Context: an optimization exercise on an open-source flow, tuned for small area. The choices shown serve that exercise and are no tape-out recipe. The RTL was checked by simulation tests, not by an equivalence proof against the original design. Power and IR drop assume default switching activity.

==> design.v <==
module fsk_frame (
    input  wire        clk,
    input  wire        rst_n,
    input  wire        en,           
    input  wire        edge_stb,
    input  wire [15:0] edge_count,
    input  wire        tick_stb,
    output wire        bitclk_run,
    output reg         put_stb,      
    output reg  [7:0]  put_data,
    output reg         parity_fail   
);
    localparam [15:0] MAX_COUNT       = 16'd50000;
    localparam [15:0] F0_THRESHOLD    = 16'd14000;
    localparam [15:0] START_THRESHOLD = 16'd17000;
    localparam [1:0]  INIT_EDGES      = 2'd2;
    localparam [1:0] ST_START = 2'd0;
    localparam [1:0] ST_INIT  = 2'd1;
    localparam [1:0] ST_READ  = 2'd2;
    localparam [1:0] ST_RESET = 2'd3;
    reg [1:0]  fs;
    reg [15:0] last;
    reg [15:0] time_diff;
    reg [1:0]  init_cnt;
    reg [7:0]  acc_out;
    reg [3:0]  bit_cnt;
    reg        parity_bit;
    reg        run;
    assign bitclk_run = run;
    reg [1:0]  e_fs;
    reg [15:0] e_last;
    reg [15:0] e_time_diff;
    reg [1:0]  e_init_cnt;
    reg [7:0]  e_acc_out;
    reg [3:0]  e_bit_cnt;
    reg        e_parity_bit;
    reg        e_run;
    reg [15:0] dur;
    reg [2:0]  n_init;
    always @* begin
        e_fs         = fs;
        e_last       = last;
        e_time_diff  = time_diff;
        e_init_cnt   = init_cnt;
        e_acc_out    = acc_out;
        e_bit_cnt    = bit_cnt;
        e_parity_bit = parity_bit;
        e_run        = run;
        if (edge_count >= last)
            dur = edge_count - last;
        else
            dur = edge_count + MAX_COUNT - last;
        n_init = {1'b0, init_cnt} + 3'd1;
        if (edge_stb && en) begin
            e_time_diff = dur;
            e_last      = edge_count;
            case (fs)
                ST_START: begin
                    if (dur < START_THRESHOLD)
                        e_fs = ST_INIT;
                end
                ST_INIT: begin
                    if (n_init >= {1'b0, INIT_EDGES}) begin
                        e_fs         = ST_READ;
                        e_run        = 1'b1;
                        e_init_cnt   = 2'd0;
                        e_acc_out    = 8'd0;
                        e_bit_cnt    = 4'd0;
                        e_parity_bit = 1'b0;
                    end else begin
                        e_init_cnt = n_init[1:0];
                    end
                end
                default: ;
            endcase
        end
    end
    reg [1:0]  t_fs;
    reg [7:0]  t_acc_out;
    reg [3:0]  t_bit_cnt;
    reg        t_parity_bit;
    reg        t_run;
    reg        t_put;
    reg        t_fail;
    reg        bit_val;
    always @* begin
        t_fs         = e_fs;
        t_acc_out    = e_acc_out;
        t_bit_cnt    = e_bit_cnt;
        t_parity_bit = e_parity_bit;
        t_run        = e_run;
        t_put        = 1'b0;
        t_fail       = 1'b0;
        bit_val      = (e_time_diff > F0_THRESHOLD);
        if (tick_stb && e_run) begin
            case (e_fs)
                ST_READ: begin
                    if (e_bit_cnt[3]) begin
                        t_parity_bit = bit_val;
                        t_bit_cnt    = 4'd0;
                        t_fs         = ST_RESET;
                    end else begin
                        t_acc_out[3'd7 - e_bit_cnt[2:0]] = bit_val;
                        t_bit_cnt = e_bit_cnt + 4'd1;
                    end
                end
                ST_RESET: begin
                    t_run = 1'b0;
                    if ((^e_acc_out) == e_parity_bit)
                        t_put = 1'b1;
                    else
                        t_fail = 1'b1;
                    t_acc_out    = 8'd0;
                    t_parity_bit = 1'b0;
                    t_fs         = ST_START;
                end
                default: begin
                    t_run        = 1'b0;
                    t_acc_out    = 8'd0;
                    t_parity_bit = 1'b0;
                    t_fs         = ST_START;
                end
            endcase
        end
    end
    always @* begin
        put_stb     = t_put;
        put_data    = e_acc_out;
        parity_fail = t_fail;
    end
    always @(posedge clk or negedge rst_n) begin
        if (!rst_n) begin
            fs         <= ST_START;
            last       <= 16'd0;
            time_diff  <= 16'd0;
            init_cnt   <= 2'd0;
            acc_out    <= 8'd0;
            bit_cnt    <= 4'd0;
            parity_bit <= 1'b0;
            run        <= 1'b0;
        end else begin
            fs         <= t_fs;
            last       <= e_last;
            time_diff  <= e_time_diff;
            init_cnt   <= e_init_cnt;
            acc_out    <= t_acc_out;
            bit_cnt    <= t_bit_cnt;
            parity_bit <= t_parity_bit;
            run        <= t_run;
        end
    end
endmodule
module fsk_fifo #(
    parameter integer N = 128
) (
    input  wire        clk,
    input  wire        rst_n,
    input  wire        put_stb,
    input  wire [7:0]  put_data,
    output wire        put_drop,     
    input  wire        get_stb,      
    output wire [7:0]  get_data,     
    input  wire [9:0]  peek_idx,
    output wire [7:0]  peek_data,    
    output wire [9:0]  fill,
    output wire        empty,
    output wire        full
);
    localparam integer SLOTS = N + 1;
    localparam integer PW    = $clog2(SLOTS);
    reg [7:0]    mem [0:SLOTS-1];
    reg [PW-1:0] wptr;
    reg [PW-1:0] rptr;
    wire [9:0] wptr_w = {{(10-PW){1'b0}}, wptr};
    wire [9:0] rptr_w = {{(10-PW){1'b0}}, rptr};
    assign fill  = (wptr_w >= rptr_w) ? (wptr_w - rptr_w)
                                      : (wptr_w + SLOTS[9:0] - rptr_w);
    assign empty = (fill == 10'd0);
    assign full  = (fill == N[9:0]);
    assign put_drop = put_stb && full;
    wire do_put = put_stb && !full;
    wire do_get = get_stb && !empty;
    wire [PW-1:0] wptr_next = (wptr == SLOTS[PW-1:0] - 1'b1) ? {PW{1'b0}} : wptr + 1'b1;
    wire [PW-1:0] rptr_next = (rptr == SLOTS[PW-1:0] - 1'b1) ? {PW{1'b0}} : rptr + 1'b1;
    assign get_data = empty ? 8'd0 : mem[rptr];
    wire [10:0] peek_sum  = {1'b0, rptr_w} + {1'b0, peek_idx};
    wire [10:0] peek_wrap = (peek_sum >= SLOTS[10:0]) ? peek_sum - SLOTS[10:0] : peek_sum;
    wire [PW-1:0] peek_addr = peek_wrap[PW-1:0];
    assign peek_data = (peek_idx >= fill) ? 8'd0 : mem[peek_addr];
    always @(posedge clk) begin
        if (do_put)
            mem[wptr] <= put_data;
    end
    always @(posedge clk or negedge rst_n) begin
        if (!rst_n) begin
            wptr <= {PW{1'b0}};
            rptr <= {PW{1'b0}};
        end else begin
            if (do_put)
                wptr <= wptr_next;
            if (do_get)
                rptr <= rptr_next;
        end
    end
endmodule
module fsk_host (
    input  wire        clk,
    input  wire        rst_n,
    input  wire        bus_req,
    input  wire        bus_wr,
    input  wire [7:0]  bus_addr,
    input  wire [1:0]  bus_size,
    input  wire [31:0] bus_wdata,
    output reg         bus_ack,
    output reg  [31:0] bus_rdata,
    output reg         bus_err,
    output wire        en,
    output wire [9:0]  peek_idx,
    output wire        get_stb,
    input  wire [7:0]  get_data,
    input  wire [7:0]  peek_data,
    input  wire [9:0]  fill,
    input  wire        empty,
    input  wire        full,
    input  wire        parity_err,
    input  wire        overflow
);
    localparam [7:0] A_CONTROL    = 8'h00;
    localparam [7:0] A_STATUS     = 8'h04;
    localparam [7:0] A_DATA       = 8'h08;
    localparam [7:0] A_PEEK_INDEX = 8'h0C;
    localparam [7:0] A_PEEK_DATA  = 8'h10;
    reg       en_r;
    reg [9:0] peek_idx_r;
    assign en       = en_r;
    assign peek_idx = peek_idx_r;
    wire mapped = (bus_addr == A_CONTROL) || (bus_addr == A_STATUS) ||
                  (bus_addr == A_DATA) || (bus_addr == A_PEEK_INDEX) ||
                  (bus_addr == A_PEEK_DATA);
    wire legal  = (bus_size == 2'b10) && mapped;
    wire rd_ok  = bus_req && !bus_wr && legal;
    wire wr_ok  = bus_req && bus_wr && legal;
    assign get_stb = rd_ok && (bus_addr == A_DATA);
    wire [31:0] status = {6'd0, fill, 11'd0, overflow, parity_err, full, empty, !empty};
    reg [31:0] rd_word;
    always @* begin
        case (bus_addr)
            A_CONTROL:    rd_word = {31'd0, en_r};
            A_STATUS:     rd_word = status;
            A_DATA:       rd_word = {24'd0, get_data};
            A_PEEK_INDEX: rd_word = {22'd0, peek_idx_r};
            A_PEEK_DATA:  rd_word = {24'd0, peek_data};
            default:      rd_word = 32'd0;
        endcase
    end
    always @(posedge clk or negedge rst_n) begin
        if (!rst_n) begin
            en_r       <= 1'b0;
            peek_idx_r <= 10'd0;
            bus_ack    <= 1'b0;
            bus_rdata  <= 32'd0;
            bus_err    <= 1'b0;
        end else begin
            if (wr_ok && bus_addr == A_CONTROL && bus_wdata[0])
                en_r <= 1'b1;
            if (wr_ok && bus_addr == A_PEEK_INDEX)
                peek_idx_r <= bus_wdata[9:0];
            bus_ack   <= bus_req;
            bus_err   <= bus_req && !legal;
            bus_rdata <= rd_ok ? rd_word : 32'd0;
        end
    end
endmodule
module fsk_rx (
    input  wire        clk,
    input  wire        rst_n,
    input  wire        edge_stb,
    input  wire [15:0] edge_count,
    input  wire        tick_stb,
    output wire        bitclk_run,
    input  wire        bus_req,
    input  wire        bus_wr,
    input  wire [7:0]  bus_addr,
    input  wire [1:0]  bus_size,
    input  wire [31:0] bus_wdata,
    output wire        bus_ack,
    output wire [31:0] bus_rdata,
    output wire        bus_err
);
    wire       en;
    wire       put_stb;
    wire [7:0] put_data;
    wire       parity_fail;
    wire       put_drop;
    wire       get_stb;
    wire [7:0] get_data;
    wire [9:0] peek_idx;
    wire [7:0] peek_data;
    wire [9:0] fill;
    wire       empty;
    wire       full;
    reg err_s;
    reg ovf_s;
    always @(posedge clk or negedge rst_n) begin
        if (!rst_n) begin
            err_s <= 1'b0;
            ovf_s <= 1'b0;
        end else begin
            if (parity_fail)
                err_s <= 1'b1;
            if (put_drop)
                ovf_s <= 1'b1;
        end
    end
    fsk_frame u_frame (
        .clk(clk), .rst_n(rst_n), .en(en),
        .edge_stb(edge_stb), .edge_count(edge_count), .tick_stb(tick_stb),
        .bitclk_run(bitclk_run),
        .put_stb(put_stb), .put_data(put_data), .parity_fail(parity_fail)
    );
    fsk_fifo #(.N(128)) u_fifo (
        .clk(clk), .rst_n(rst_n),
        .put_stb(put_stb), .put_data(put_data), .put_drop(put_drop),
        .get_stb(get_stb), .get_data(get_data),
        .peek_idx(peek_idx), .peek_data(peek_data),
        .fill(fill), .empty(empty), .full(full)
    );
    fsk_host u_host (
        .clk(clk), .rst_n(rst_n),
        .bus_req(bus_req), .bus_wr(bus_wr), .bus_addr(bus_addr),
        .bus_size(bus_size), .bus_wdata(bus_wdata),
        .bus_ack(bus_ack), .bus_rdata(bus_rdata), .bus_err(bus_err),
        .en(en), .peek_idx(peek_idx), .get_stb(get_stb),
        .get_data(get_data), .peek_data(peek_data),
        .fill(fill), .empty(empty), .full(full),
        .parity_err(err_s), .overflow(ovf_s)
    );
endmodule
==> run.sh <==
#!/bin/bash
# synth_recipe.tcl (not shown) runs the flow's synth.tcl, then flattens the netlist and writes it again
# the make line also repeats each setting of config.mk as NAME=value (left out here)
make -C /OpenROAD-flow-scripts/flow DESIGN_CONFIG=/design/flow/config.mk WORK_HOME=/design/flow/orfs CLKGATE_MAP_FILE= SYNTH_SCRIPT=/design/flow/synth_recipe.tcl finish
==> config.mk <==
export PLATFORM = sky130hd
export DESIGN_NAME = fsk_rx
export DESIGN_NICKNAME = fsk_rx
export VERILOG_FILES = /design/flow/design.v
export SDC_FILE = /design/flow/constraint.sdc
export NUM_CORES = 4
export LEC_CHECK = 0
export CAP_MARGIN = 20
export CORE_MARGIN = 2
export CORE_UTILIZATION = 40
export SLEW_MARGIN = 20
==> constraint.sdc <==
create_clock -name core_clock -period 10.0 [get_ports {clk}]
set_input_delay 2.0000 -clock core_clock [delete_from_list [all_inputs] [get_ports {clk}]]
set_output_delay 2.0000 -clock core_clock [all_outputs]
set_load 0.01 [all_outputs]
==> impl_metrics.tcl <==
set metrics [dict create \
    power_density_nw_per_um2 142 \
    ys.flop_type "edfxtp_1" \
    cp.required_ns 10.66 \
    regArea_sq_um 33500 \
    clkSlewWorstSetupHoldPaths_ns 0.07 \
    grt_start_max_net_pins 115 \
    period_share_pct 83.9 \
    max_slew.worst_pin.slew_ns 1.33 \
    synth-edff-count 1032 \
    fin_tns_setup_ns 0 \
    cts_resized 0 \
    p_leak_nw 21.1 \
    ys_async_sr_fraction_pct 8.91 \
    hold_violations 0 \
    drt_wl_total_um 235000 \
    critPathLaunchType "register" \
    initial_core_util_pct 40.3 \
    htree_levels 3 \
    cts_setup_buffers 0 \
    viasPerCell 7.08 \
    syn-mean-instance-area_sq_um 13.0 \
    drive_above_1_share_pct 16.9 \
    n_fill_cell 13590 \
    grt_overflow 0 \
    cts_made_buffers 121 \
    relSlewSlack_pct 9.90 \
    path_class "register to register" \
    clk_latency_ns 0.80 \
    cts_buffer_depth 3 \
    worst_setup_path_end_kind "register" \
    fin_nets 4883 \
    synthToLayoutAreaGrowth_pct 11.6 \
    die_h_um 398 \
    netlist_instances 4781 \
    rsz0062_at_grt "no" \
    arrival_ns 9.05 \
    netlist_area_sq_um 62100 \
    pin_count 99 \
    drtIter0Drc 8807 \
    drtAntennaViolNets 0 \
    antenna_found_initial 11 \
    wire_per_inst_um 34.2 \
    synth_cell_type_count 89 \
    worstPathMaxFanout 53 \
    cts_sinks 1133 \
    cts_tree "done" \
    firstDrtPassIters 10 \
    grt_use_total_pct 29.0 \
    max_clock_freq_mhz 119 \
    cap_violations 0 \
    layout_common_cells "edfxtp_1, mux4_2, a221oi_1, nand2_1, nor2_1" \
    io_buffers 64 \
    grt_pass1_vias 45628 \
    ys_seq_area_share_pct 54.0 \
    setup_viol_count_final 0 \
    place.gp.congestion 1.01 \
    place_hpwl_um 151000 \
    cts_hold_buf 0 \
    route.detailed.drc 0 \
    multi_input_area_sq_um 26900 \
    ys.warnings.count 4 \
    std_cell_rows 144 \
    finClkSkew_ns 0.0504 \
    outcome "timing/DRC/antenna clean" \
    layout_commonest_cell "edfxtp_1" \
    die_x_um 398 \
    routed-via-count 48663 \
    grt_pass1_wl_um 332000 \
    die_area_sq_um 158000 \
    fp.coreArea_sq_um 154000 \
    slew_viol_final 0 \
    min_path_type "register to register" \
    period_minus_slack_ns 8.39 \
    cts-root-buf "clkbuf_16" \
    hold_ws_ns 0.459 \
    ir_drop_mv 0.149 \
    ys_seq_elements 1133 \
]
[registers in the layout (all words and copies together), names as in the netlist, 4 cells and up]
name and cells:
u_frame.acc_out 8, u_host.bus_rdata 20, u_fifo.wptr 8, u_fifo.mem 1032, u_host.peek_idx_r 10, u_frame.time_diff 16, u_frame.bit_cnt 4, u_frame.last 16
u_fifo.rptr 8
[per-stage QoR]
stage / instance area (sq um) / total power (W) / std cells / setup slack [ns] / util [%]
4_1_cts: 69300 / 0.00983 / 6870 / 2.10 / 45.0
2_1_floorplan: 62200 / 0.00525 / 4792 / 3.99 / -
6_report: 69300 / 0.00981 / 6872 / 1.61 / 45.0
5_1_grt: 69300 / 0.0100 / 6871 / 1.67 / 45.0
3_3_place_gp: 65200 / 0.00529 / 6641 / 2.17 / 42.3
3_5_place_dp: 65200 / 0.00529 / 6643 / 2.13 / 42.3
[worst paths after layout]
kind,to,cells after the start,slack (ns),from
max,u_host.bus_rdata[3],15,1.61,u_fifo.rptr[1]
min,u_frame.time_diff[8],2,0.46,u_frame.time_diff[8]
max reg2reg,u_host.bus_rdata[3],15,1.61,u_fifo.rptr[1]
min reg2reg,u_frame.time_diff[8],2,0.46,u_frame.time_diff[8]
max in group asynchronous,u_fifo.rptr[3],2,7.36,rst_n
min in group asynchronous,u_frame.last[8],1,1.20,rst_n
[cell type report]
class	count	share of cell area [%]
antenna	1	0.00361
clock buffer	144	4.57
clock inverter	83	1.24
inverter	84	0.466
multi-input combinational	3162	38.8
sequential	1133	48.4
tap	2044	3.69
timing repair buffer	221	2.86
[power by group]
part | switching [W] | leakage (nW) | total (W) | internal (W)
Combinational | 0.0000562 | 10.7 | 0.0000978 | 0.0000417
Clock | 0.00202 | 1.97 | 0.00462 | 0.00260
Sequential | 0.000000411 | 8.41 | 0.00509 | 0.00509
Total | 0.00207 | 21.1 | 0.00981 | 0.00774
[synth_stat cells (14+ instances only)]
cell type  count  share of area (%)
inv_1         81               0.49
a221o_1       27               0.44
o221ai_1      31               0.44
o211ai_1      27               0.33
and3_1        39               0.39
and2_1        30               0.30
a21oi_1      163                1.3
nor2_1       335                2.0
nand3_1      140                1.1
a222oi_1      36               0.58
o21ai_1       16               0.13
mux4_2       334                 12
nor3_1        61               0.49
mux2_2        30               0.54
o21a_1        23               0.28
o21ai_0      185                1.5
a21o_1        21               0.25
a311oi_1      19               0.27
ha_1          82                1.7
nand2_1      329                2.0
nand4_1       35               0.35
buf_1         52               0.31
o31ai_1       16               0.19
xnor2_1       46               0.65
buf_2         91               0.73
nor4_1        18               0.18
xor2_1        24               0.34
nor2b_1       33               0.33
a221oi_1     332                4.7
a22oi_1      108                1.3
a31oi_1       41               0.41
buf_4         15               0.18
o22ai_1       69               0.69
edfxtp_1    1032                 50
mux2i_1      173                2.8
fa_1          14               0.45
clkbuf_1     255                1.5
a22o_1        27               0.38
a211oi_1      79               0.95
dfrtp_1      101                4.1
[cells by family (layout without fill, tap and decap cells)]
| kind of cell | count (synthesis) | count (layout) | synth area share [%] |
|---|---|---|---|
| compound gates | 1357 | 1357 | 16.2 |
| xor+xnor | 72 | 72 | 1.04 |
| fa+ha+maj | 96 | 96 | 2.10 |
| buf+inv | 497 | 532 | 3.28 |
| flops | 1133 | 1133 | 54.0 |
| mux | 538 | 538 | 15.5 |
| other cells | 1 | 13 | 0.00604 |
| simple gates | 1087 | 1087 | 7.98 |
[layer usage]
metal | global-route usage, % | up-vias | share of wire [%]
li1 | - | 19527 | -
met1 | 37.8 | 24389 | 36
met2 | 42.5 | 3969 | 43
met3 | 10.0 | 768 | 15
met4 | 15.5 | 10 | 6.2
met5 | 0 | - | 0.029
[worst max-delay path, stage by stage (launching register included)]
cell and delay [ns]:
dfrtp_4 1.04, inv_1 0.44, fa_4 1.20, nor2b_1 0.31, nand2_1 0.36, a21oi_1 0.46
nand2_1 0.22, o32ai_4 0.63, buf_4 0.36, nor2_1 0.14, a31oi_1 0.66, nor3_1 0.39
o311a_1 0.28, nor4_1 0.66, o2111ai_1 0.67, a32o_1 0.42

[what the ideal ports hide]
The results above use ideal ports. As a check the final layout listed here was re-extracted and re-timed, cells and wires unchanged.
Step 1 (the two cells are an assumption about what drives the block):
set clk [get_ports {clk}]
set_driving_cell -lib_cell sky130_fd_sc_hd__clkbuf_16 $clk
set_driving_cell -lib_cell sky130_fd_sc_hd__buf_2 [delete_from_list [all_inputs] $clk]
Step 2, shift: input delay + t, output delay - t, t = (earliest + latest rising clock arrival at the registers) / 2. This alone moves slack from input paths to output paths.
Slacks: ideal / step 1 / step 2; pairs: ideal / step 1.
shift t [ns]: 0.854
setup WS [ns]: 1.609 / 1.609 / 1.609
hold WS [ns]: 0.459 / 0.459 / 0.459
clock arrival spread, ns: 0.058 / 0.058
worst slew at a driven data input, ns: 0.06
After both steps setup and hold are still met in this run. For this run, drivers alone change the setup slack by 0.000 ns; drivers and shift together by 0.000 ns.
